Context: an optimization exercise on an open-source flow, tuned for small area, a short achievable clock period and few clock cycles. The choices shown serve that exercise and are no tape-out recipe. In this exercise RTL edits were held to simulation tests only and were not proved equivalent to the original.

`design/flow/design.v`:
```
module duck_alu (
    input  wire [5:0]  opcode,
    input  wire [32:0] in1,       
    input  wire [32:0] in2,       
    output reg  [31:0] result,
    output reg  [3:0]  flag       
);
    localparam OP_HALT = 6'd0, OP_LOAD = 6'd1, OP_STORE = 6'd2, OP_ADD = 6'd3,
               OP_SUB  = 6'd5, OP_MUL  = 6'd6;
    wire signed [33:0] sum  = $signed({in1[32], in1}) + $signed({in2[32], in2});
    wire signed [33:0] diff = $signed({in1[32], in1}) - $signed({in2[32], in2});
    wire signed [65:0] prod = $signed(in1) * $signed(in2);
    wire sum_ok  = (sum[33:31]  == 3'b000) || (sum[33:31]  == 3'b111);
    wire diff_ok = (diff[33:31] == 3'b000) || (diff[33:31] == 3'b111);
    wire prod_ok = (prod[65:31] == {35{1'b0}}) || (prod[65:31] == {35{1'b1}});
    reg        ok;
    reg [31:0] r;
    always @(*) begin
        ok = 1'b1;
        r  = 32'd0;
        case (opcode)
            OP_ADD, OP_LOAD, OP_STORE: begin r = sum[31:0];  ok = sum_ok;  end
            OP_SUB:                    begin r = diff[31:0]; ok = diff_ok; end
            OP_MUL:                    begin r = prod[31:0]; ok = prod_ok; end
            OP_HALT:                   begin r = 32'd0;      ok = 1'b1;    end
            default:                   begin r = 32'd0;      ok = 1'b0;    end
        endcase
        if (!ok) begin
            result = 32'd0;
            flag   = 4'b1000;
        end else begin
            result = r;
            if (r[31])             flag = 4'b0001;
            else if (r == 32'd0)   flag = 4'b0010;
            else                   flag = 4'b0100;
        end
    end
endmodule
module duck_div (
    input  wire        clk,
    input  wire        rst,
    input  wire        start,
    input  wire [32:0] in1,
    input  wire [32:0] in2,
    output reg         done,
    output reg  [31:0] result,
    output reg  [3:0]  flag
);
    reg        busy;
    reg  [5:0] count;
    reg [31:0] quo;       
    reg [33:0] rem;
    reg [32:0] dvs;       
    reg        neg;
    wire [32:0] a_abs = in1[32] ? (~in1 + 33'd1) : in1;
    wire [32:0] b_abs = in2[32] ? (~in2 + 33'd1) : in2;
    wire [33:0] rem_sh = {rem[32:0], quo[31]};
    wire [34:0] trial  = {1'b0, rem_sh} - {2'b00, dvs};
    wire        fits   = ~trial[34];
    wire [31:0] q_final = neg ? (~quo + 32'd1) : quo;
    wire        q_ovf   = ~neg & quo[31];
    always @(posedge clk) begin
        if (rst) begin
            busy   <= 1'b0;
            done   <= 1'b0;
            count  <= 6'd0;
            quo    <= 32'd0;
            rem    <= 34'd0;
            dvs    <= 33'd0;
            neg    <= 1'b0;
            result <= 32'd0;
            flag   <= 4'b0000;
        end else begin
            done <= 1'b0;
            if (start) begin
                if (in2 == 33'd0) begin
                    done   <= 1'b1;
                    result <= 32'd0;
                    flag   <= 4'b1000;
                end else begin
                    busy  <= 1'b1;
                    count <= 6'd32;
                    quo   <= a_abs[31:0];
                    rem   <= 34'd0;
                    dvs   <= b_abs;
                    neg   <= in1[32] ^ in2[32];
                end
            end else if (busy) begin
                if (count != 6'd0) begin
                    count <= count - 6'd1;
                    rem   <= fits ? trial[33:0] : rem_sh;
                    quo   <= {quo[30:0], fits};
                end else begin
                    busy <= 1'b0;
                    done <= 1'b1;
                    if (q_ovf) begin
                        result <= 32'd0;
                        flag   <= 4'b1000;
                    end else begin
                        result <= q_final;
                        if (q_final[31])           flag <= 4'b0001;
                        else if (q_final == 32'd0) flag <= 4'b0010;
                        else                       flag <= 4'b0100;
                    end
                end
            end
        end
    end
endmodule
module duck_core (
    input  wire        clk,
    input  wire        rst,           
    input  wire        start,         
    input  wire [31:0] start_addr,
    output reg         mem_en,
    output reg         mem_we,
    output reg  [9:0]  mem_addr,
    output reg  [31:0] mem_wdata,
    input  wire [31:0] mem_rdata,
    output reg         trace_valid,
    output reg  [31:0] trace_pc,
    output reg  [31:0] trace_word,
    output wire [1:0]  state,         
    output wire [3:0]  cond,
    output reg  [2:0]  fault_cause,
    output reg  [31:0] fault_addr,
    output reg  [31:0] fault_word,
    input  wire [3:0]  dbg_raddr,
    output wire [31:0] dbg_rdata
);
    localparam OP_HALT = 6'd0, OP_LOAD = 6'd1, OP_STORE = 6'd2, OP_ADD = 6'd3,
               OP_SUB  = 6'd5, OP_MUL  = 6'd6, OP_DIV   = 6'd7;
    localparam S_FETCH = 3'd0, S_DECODE = 3'd1, S_EXEC = 3'd2, S_DIV = 3'd3,
               S_MEM   = 3'd4, S_LWB    = 3'd5, S_HALTED = 3'd6, S_FAULTED = 3'd7;
    localparam F_NONE = 3'd0, F_DECODE = 3'd1, F_FETCH = 3'd2, F_LOAD = 3'd3,
               F_STORE = 3'd4;
    reg  [2:0]  st;
    reg  [31:0] pc;
    reg  [31:0] regs [1:14];
    reg  [3:0]  cond_q;
    reg  [31:0] ir;
    reg  [31:0] res_q;
    function [31:0] rf_read;
        input [3:0] idx;
        begin
            if (idx == 4'd0)       rf_read = 32'd0;
            else if (idx == 4'd15) rf_read = pc;
            else                   rf_read = regs[idx];
        end
    endfunction
    wire [5:0] ir_op   = ir[31:26];
    wire [3:0] ir_rt   = ir[21:18];
    wire [3:0] ir_rs1  = ir[17:14];
    wire [3:0] ir_rs2  = ir[13:10];
    wire [9:0] ir_off  = ir[9:0];
    wire [5:0] fw_op   = mem_rdata[31:26];
    wire [3:0] fw_pred = mem_rdata[25:22];
    wire       fw_legal = (fw_op <= 6'd3) || (fw_op == OP_SUB) ||
                          (fw_op == OP_MUL) || (fw_op == OP_DIV);
    wire addr_ok_pc  = (pc[31:10] == 22'd0);
    wire addr_ok_res = (res_q[31:10] == 22'd0);
    wire [31:0] src1 = rf_read(ir_rs1);
    wire [31:0] src2 = rf_read(ir_rs2);
    wire [32:0] op1  = {src1[31], src1};
    wire [32:0] op2  = {src2[31], src2} + {{23{ir_off[9]}}, ir_off};
    wire [31:0] alu_result;
    wire [3:0]  alu_flag;
    duck_alu u_alu (
        .opcode (ir_op),
        .in1    (op1),
        .in2    (op2),
        .result (alu_result),
        .flag   (alu_flag)
    );
    wire        div_start = (st == S_EXEC) && (ir_op == OP_DIV);
    wire        div_done;
    wire [31:0] div_result;
    wire [3:0]  div_flag;
    duck_div u_div (
        .clk    (clk),
        .rst    (rst),
        .start  (div_start),
        .in1    (op1),
        .in2    (op2),
        .done   (div_done),
        .result (div_result),
        .flag   (div_flag)
    );
    wire        wb_now  = ((st == S_EXEC) && (ir_op != OP_DIV)) ||
                          ((st == S_DIV) && div_done);
    wire [31:0] wb_res  = (st == S_DIV) ? div_result : alu_result;
    wire [3:0]  wb_flag = (st == S_DIV) ? div_flag   : alu_flag;
    assign state     = (st == S_HALTED)  ? 2'd1 :
                       (st == S_FAULTED) ? 2'd2 : 2'd0;
    assign cond      = cond_q;
    assign dbg_rdata = rf_read(dbg_raddr);
    always @(*) begin
        mem_en      = 1'b0;
        mem_we      = 1'b0;
        mem_addr    = 10'd0;
        mem_wdata   = 32'd0;
        trace_valid = 1'b0;
        trace_pc    = 32'd0;
        trace_word  = 32'd0;
        case (st)
            S_FETCH: begin
                if (addr_ok_pc) begin
                    mem_en   = 1'b1;
                    mem_addr = pc[9:0];
                end
            end
            S_DECODE: begin
                if (fw_legal) begin
                    trace_valid = 1'b1;
                    trace_pc    = pc;
                    trace_word  = mem_rdata;
                end
            end
            S_MEM: begin
                if (addr_ok_res) begin
                    mem_en    = 1'b1;
                    mem_we    = (ir_op == OP_STORE);
                    mem_addr  = res_q[9:0];
                    mem_wdata = rf_read(ir_rt);
                end
            end
            default: ;
        endcase
    end
    integer i;
    always @(posedge clk) begin
        if (rst) begin
            st          <= S_FETCH;
            pc          <= 32'd0;
            cond_q      <= 4'b1111;
            ir          <= 32'd0;
            res_q       <= 32'd0;
            fault_cause <= F_NONE;
            fault_addr  <= 32'd0;
            fault_word  <= 32'd0;
            for (i = 1; i <= 14; i = i + 1)
                regs[i] <= 32'd0;
        end else begin
            case (st)
                S_FETCH: begin
                    if (addr_ok_pc) begin
                        st <= S_DECODE;
                    end else begin
                        st          <= S_FAULTED;
                        fault_cause <= F_FETCH;
                        fault_addr  <= pc;
                        fault_word  <= 32'd0;
                    end
                end
                S_DECODE: begin
                    ir <= mem_rdata;
                    if (!fw_legal) begin
                        st          <= S_FAULTED;
                        fault_cause <= F_DECODE;
                        fault_addr  <= pc;
                        fault_word  <= mem_rdata;
                    end else if ((cond_q & fw_pred) == 4'd0) begin
                        pc <= pc + 32'd1;
                        st <= S_FETCH;
                    end else begin
                        st <= S_EXEC;
                    end
                end
                S_EXEC: begin
                    if (ir_op == OP_DIV)
                        st <= S_DIV;
                end
                S_DIV: ;
                S_MEM: begin
                    if (!addr_ok_res) begin
                        st          <= S_FAULTED;
                        fault_cause <= (ir_op == OP_STORE) ? F_STORE : F_LOAD;
                        fault_addr  <= res_q;
                        fault_word  <= 32'd0;
                    end else if (ir_op == OP_LOAD) begin
                        st <= S_LWB;
                    end else begin
                        st <= S_FETCH;
                    end
                end
                S_LWB: begin
                    if (ir_rt == 4'd15)
                        pc <= mem_rdata;
                    else if (ir_rt != 4'd0)
                        regs[ir_rt] <= mem_rdata;
                    st <= S_FETCH;
                end
                S_HALTED: begin
                    if (start) begin
                        pc <= start_addr;
                        st <= S_FETCH;
                    end
                end
                S_FAULTED: ;
                default: st <= S_FAULTED;
            endcase
            if (wb_now) begin
                res_q  <= wb_res;
                cond_q <= wb_flag;
                if (ir_rt == 4'd15)
                    pc <= wb_res + 32'd1;
                else begin
                    pc <= pc + 32'd1;
                    if (ir_rt != 4'd0)
                        regs[ir_rt] <= wb_res;
                end
                case (ir_op)
                    OP_LOAD, OP_STORE: st <= S_MEM;
                    OP_HALT:           st <= S_HALTED;
                    default:           st <= S_FETCH;
                endcase
            end
        end
    end
endmodule
```
`design/flow/config.mk`:
```
export PLATFORM = sky130hd
export DESIGN_NAME = duck_core
export DESIGN_NICKNAME = duck_core
export VERILOG_FILES = /design/flow/design.v
export SDC_FILE = /design/flow/constraint.sdc
export NUM_CORES = 4
export LEC_CHECK = 0
export CAP_MARGIN = 20
export CORE_MARGIN = 2
export CORE_UTILIZATION = 40
export PLACE_DENSITY = 0.6
export SLEW_MARGIN = 20
```
`design/flow/constraint.sdc`:
```
create_clock -name core_clock -period 22.0 [get_ports {clk}]
set_input_delay 4.4000 -clock core_clock [delete_from_list [all_inputs] [get_ports {clk}]]
set_output_delay 4.4000 -clock core_clock [all_outputs]
set_load 0.01 [all_outputs]
```
`design/flow/run.sh`:
```
#!/bin/bash
# synth_recipe.tcl (not shown) runs the flow's synth.tcl, then flattens the netlist and writes it again
# the make line also repeats each setting of config.mk as NAME=value (left out here)
make -C /OpenROAD-flow-scripts/flow DESIGN_CONFIG=/design/flow/config.mk WORK_HOME=/design/flow/orfs CLKGATE_MAP_FILE= SYNTH_SCRIPT=/design/flow/synth_recipe.tcl finish
```
==> impl_results.md <==
* Status: finished clean
* Initial Util at 0.4014
* Hpwl dp at 286.6 mm
* Synth Register Bits at between 800 and 900
* Post-route ant nets at 0
* Syn-to-layout area delta at 10.75%
* DIE AREA at roughly 240000 µm²
* Max H-tree Level at 3
* Mapped Area at 95190 µm²
* TritonCTS clock tree: done
* Global-route usage over all layers at 0.3254
* Worst stage delay on the critical path at 1120 ps
* Fillers at approximately 22k
* Most common cell after layout, fill and taps aside: nor2_1
* Layout cell share with drive strength beyond 1 at 0.1214
* Hold slack final at 451.1 ps
* Drt via density at slightly above 6
* Core Rows at 179
* NumNets Final at between 10k and 15k
* WP data required at 22580 ps
* Wire per inst at 30.49 µm
* Vias in the first global route at about 83k
* Hold Path End: fault_word[23]
* DRC Markers at 0
* CTS Root Cell: clkbuf_16
* Setup crit end kind: register
* Final min period at around 20000 ps
* Critical path fanouts, max at 52
* RR Endpoint: pc[26]
* R2r setup slk at 2460 ps
* DR iter-0 viols at approximately 10k
* Final wirelength at 397.3 mm
* IO Pins at 285
* Post-CTS Setup Bufs at 0
* Tcrit/Tclk final at 0.8880
* R2R depth at 55
* Final slew viol count at 0
* Clock insertion delay at the later pin of the skew report at 780 ps
* Yosys cell types at 98
* Max_cap viols at 0
* RSZ-0062 raised after global routing: false
* Most frequent cells in the layout: 1315 x nor2_1, 1263 x nand2_1, 1115 x fa_1
* Synthesized area per cell at 9.720 µm²
* CTS Sinks at 832
* Slew HR at 0.2363
* Die width at roughly 490 µm
* CORE AREA at 237200 µm²
* Clk pin slew, worst setup/hold paths at 60 ps
* Post-synthesis sequential area ratio at 0.2288
* First-pass GRT wire length at between 500 and 600 mm
* Maximum clock rate at 51.19 MHz
* Worst hold path type: register to register
* Synth warn at 3
* Startpoint Class: register
* Hold Startpoint: fault_word[23]
* Final setup violation count at 0
* CTS buffer count at 96
* Placer Congestion at 1.010
* Hold_buf cts at 0
* Initial DRT Pass Iterations at 8
* Cell mode on critical path: fa_1
* Cell taking the most area after synthesis: fa_1
* Largest net degree at the start of global routing at 172
* Initial antenna violation count at 16
* Clk_skew at 91.24 ps
* PortBufs at 281
* Worst-Margin Slew at 1137 ps
* Crit path DAT at between 20000 and 25000 ps
* Crit Path Category: register to register
* Post-synth top flop: edfxtp_1
* Die Span Y at 491.8 µm
* Ys async rst share at 0
* Highest-delay cell along the critical path: fa_1
* Clock Tree Buf Depth at 3
* Yosys top cell area share at 0.2347
* Cts repair resizes at 0
* Routed vias at 81.10k
* Setup TNS at 0 ps
* Mapped Cells at roughly 10k
* Fin. Hold Viols at 0
* Min-Delay Path Depth at 2
* Number of enable flip-flop cells after synthesis at a little over 500
* Global route overflow at 0
* Top cells by area, synth: fa_1 23%, edfxtp_1 16%, mux4_2 14%
[sequential cells by signal, indices dropped and copies added, names as in the netlist, 32 cells and up, named ones only]
name,flops
regs,512
fault_addr,32
pc,32
fault_word,32
u_div.quo,32
u_div.dvs,33
u_div.rem,33
res_q,32
[worst max-delay path: cells and delay by family (launching register included)]
kind / cells / cell delay [ps]
adders and majority gates: 12 / 5930
AOI/OAI and AO/OA: 17 / 5150
and+or+nand+nor: 12 / 3470
buffers and inverters: 9 / 2790
DFF: 1 / 920
muxes: 4 / 910
xor gates and xnor gates: 1 / 150
[how the worst max path moves through the flow]
stage | endpoint | cells after the start | startpoint
3_3_place_gp | pc[26] | 53 | register
5_1_grt | pc[26] | 55 | register
3_5_place_dp | pc[26] | 55 | register
2_1_floorplan | pc[26] | 55 | register
6_report | pc[26] | 55 | register
4_1_cts | pc[26] | 55 | register
[cell usage after synthesis (48+ instances only)]
cell type and count:
a21o_1 76, nor4_1 48, clkbuf_1 595, fa_1 1116, a21oi_1 498, and2_1 126, inv_1 1078, dfxtp_1 320
nand2_1 1290, buf_1 98, o211ai_1 56, xnor2_1 149, ha_1 324, nand3_1 121, nor3_1 75, o21ai_0 252
mux2i_1 77, xor2_1 93, a211oi_1 82, nor2_1 1323, mux4_2 584, edfxtp_1 512
[metal layers]
metal | vias up | global-route usage | routed length [µm]
met5 | - | 0 | 175
met4 | 18 | 0.2060 | 30160
met3 | 1356 | 0.07835 | 45230
met2 | 5381 | 0.5094 | 179700
met1 | 41041 | 0.4044 | 142000
li1 | 33307 | - | -
[layout make-up]
cell class	instances	area (µm²)	area share
inverters	1088	4084	0.03874
flip-flops and latches	832	21810	0.2069
diodes	2	5.005	0.00004747
repair buffers	552	4881	0.04630
clock inverters	53	659.4	0.006255
multi-input cells	7212	67380	0.6391
well taps	3167	3963	0.03759
clock buffers	127	2640	0.02504
[per-stage QoR]
step / setup slack, ps / std cells / utilization / area (µm²)
6_report: 2465 / 13033 / 0.4445 / 105400
5_1_grt: 1323 / 13031 / 0.4445 / 105400
4_1_cts: 2579 / 13030 / 0.4444 / 105400
3_5_place_dp: 2662 / 12850 / 0.4305 / 102100
3_3_place_gp: 3104 / 12849 / 0.4305 / 102100
2_1_floorplan: 5789 / 9859 / - / 95440
[kinds of logic (layout without fill, tap and decap cells)]
family / after synthesis / after routing / synth area share
AND/OR/NAND/NOR: 3268 / 3268 / 0.1450
buffers and inverters: 1815 / 1820 / 0.07299
AO/OA/AOI/OAI: 1505 / 1505 / 0.1039
adder cells (fa/ha/maj): 1440 / 1440 / 0.2773
flip-flops: 832 / 832 / 0.2288
multiplexers: 690 / 690 / 0.1497
XOR/XNOR: 242 / 242 / 0.02227
other: 1 / 69 / 0.00003939
Testbench counts, summed over its fixed seeds: cycles 320,588.

==> re-timing with driven ports <==
The flow's constraints put no driver on any port. The routed layout listed below was extracted and timed again, unchanged, in two steps. Step 1 (the two cells are an assumption about what drives the block):
set clk [get_ports {clk}]
set_driving_cell -lib_cell sky130_fd_sc_hd__clkbuf_16 $clk
set_driving_cell -lib_cell sky130_fd_sc_hd__buf_2 [delete_from_list [all_inputs] $clk]
Step 2 also shifts input and output timing later by t, the mid clock arrival at the registers, as if the neighbouring blocks saw the same clock. a / b / c = no drivers / after step 1 / after step 2; a / b = the first two.
shift t [ns]: 0.829
setup WS [ns]: 2.465 / 2.465 / 2.465
worst slew at a driven data input, ns: 0.08
After both steps this run still meets setup and hold. The setup slack of this run moves by 0.000 ns with the drivers and by 0.000 ns with both steps.
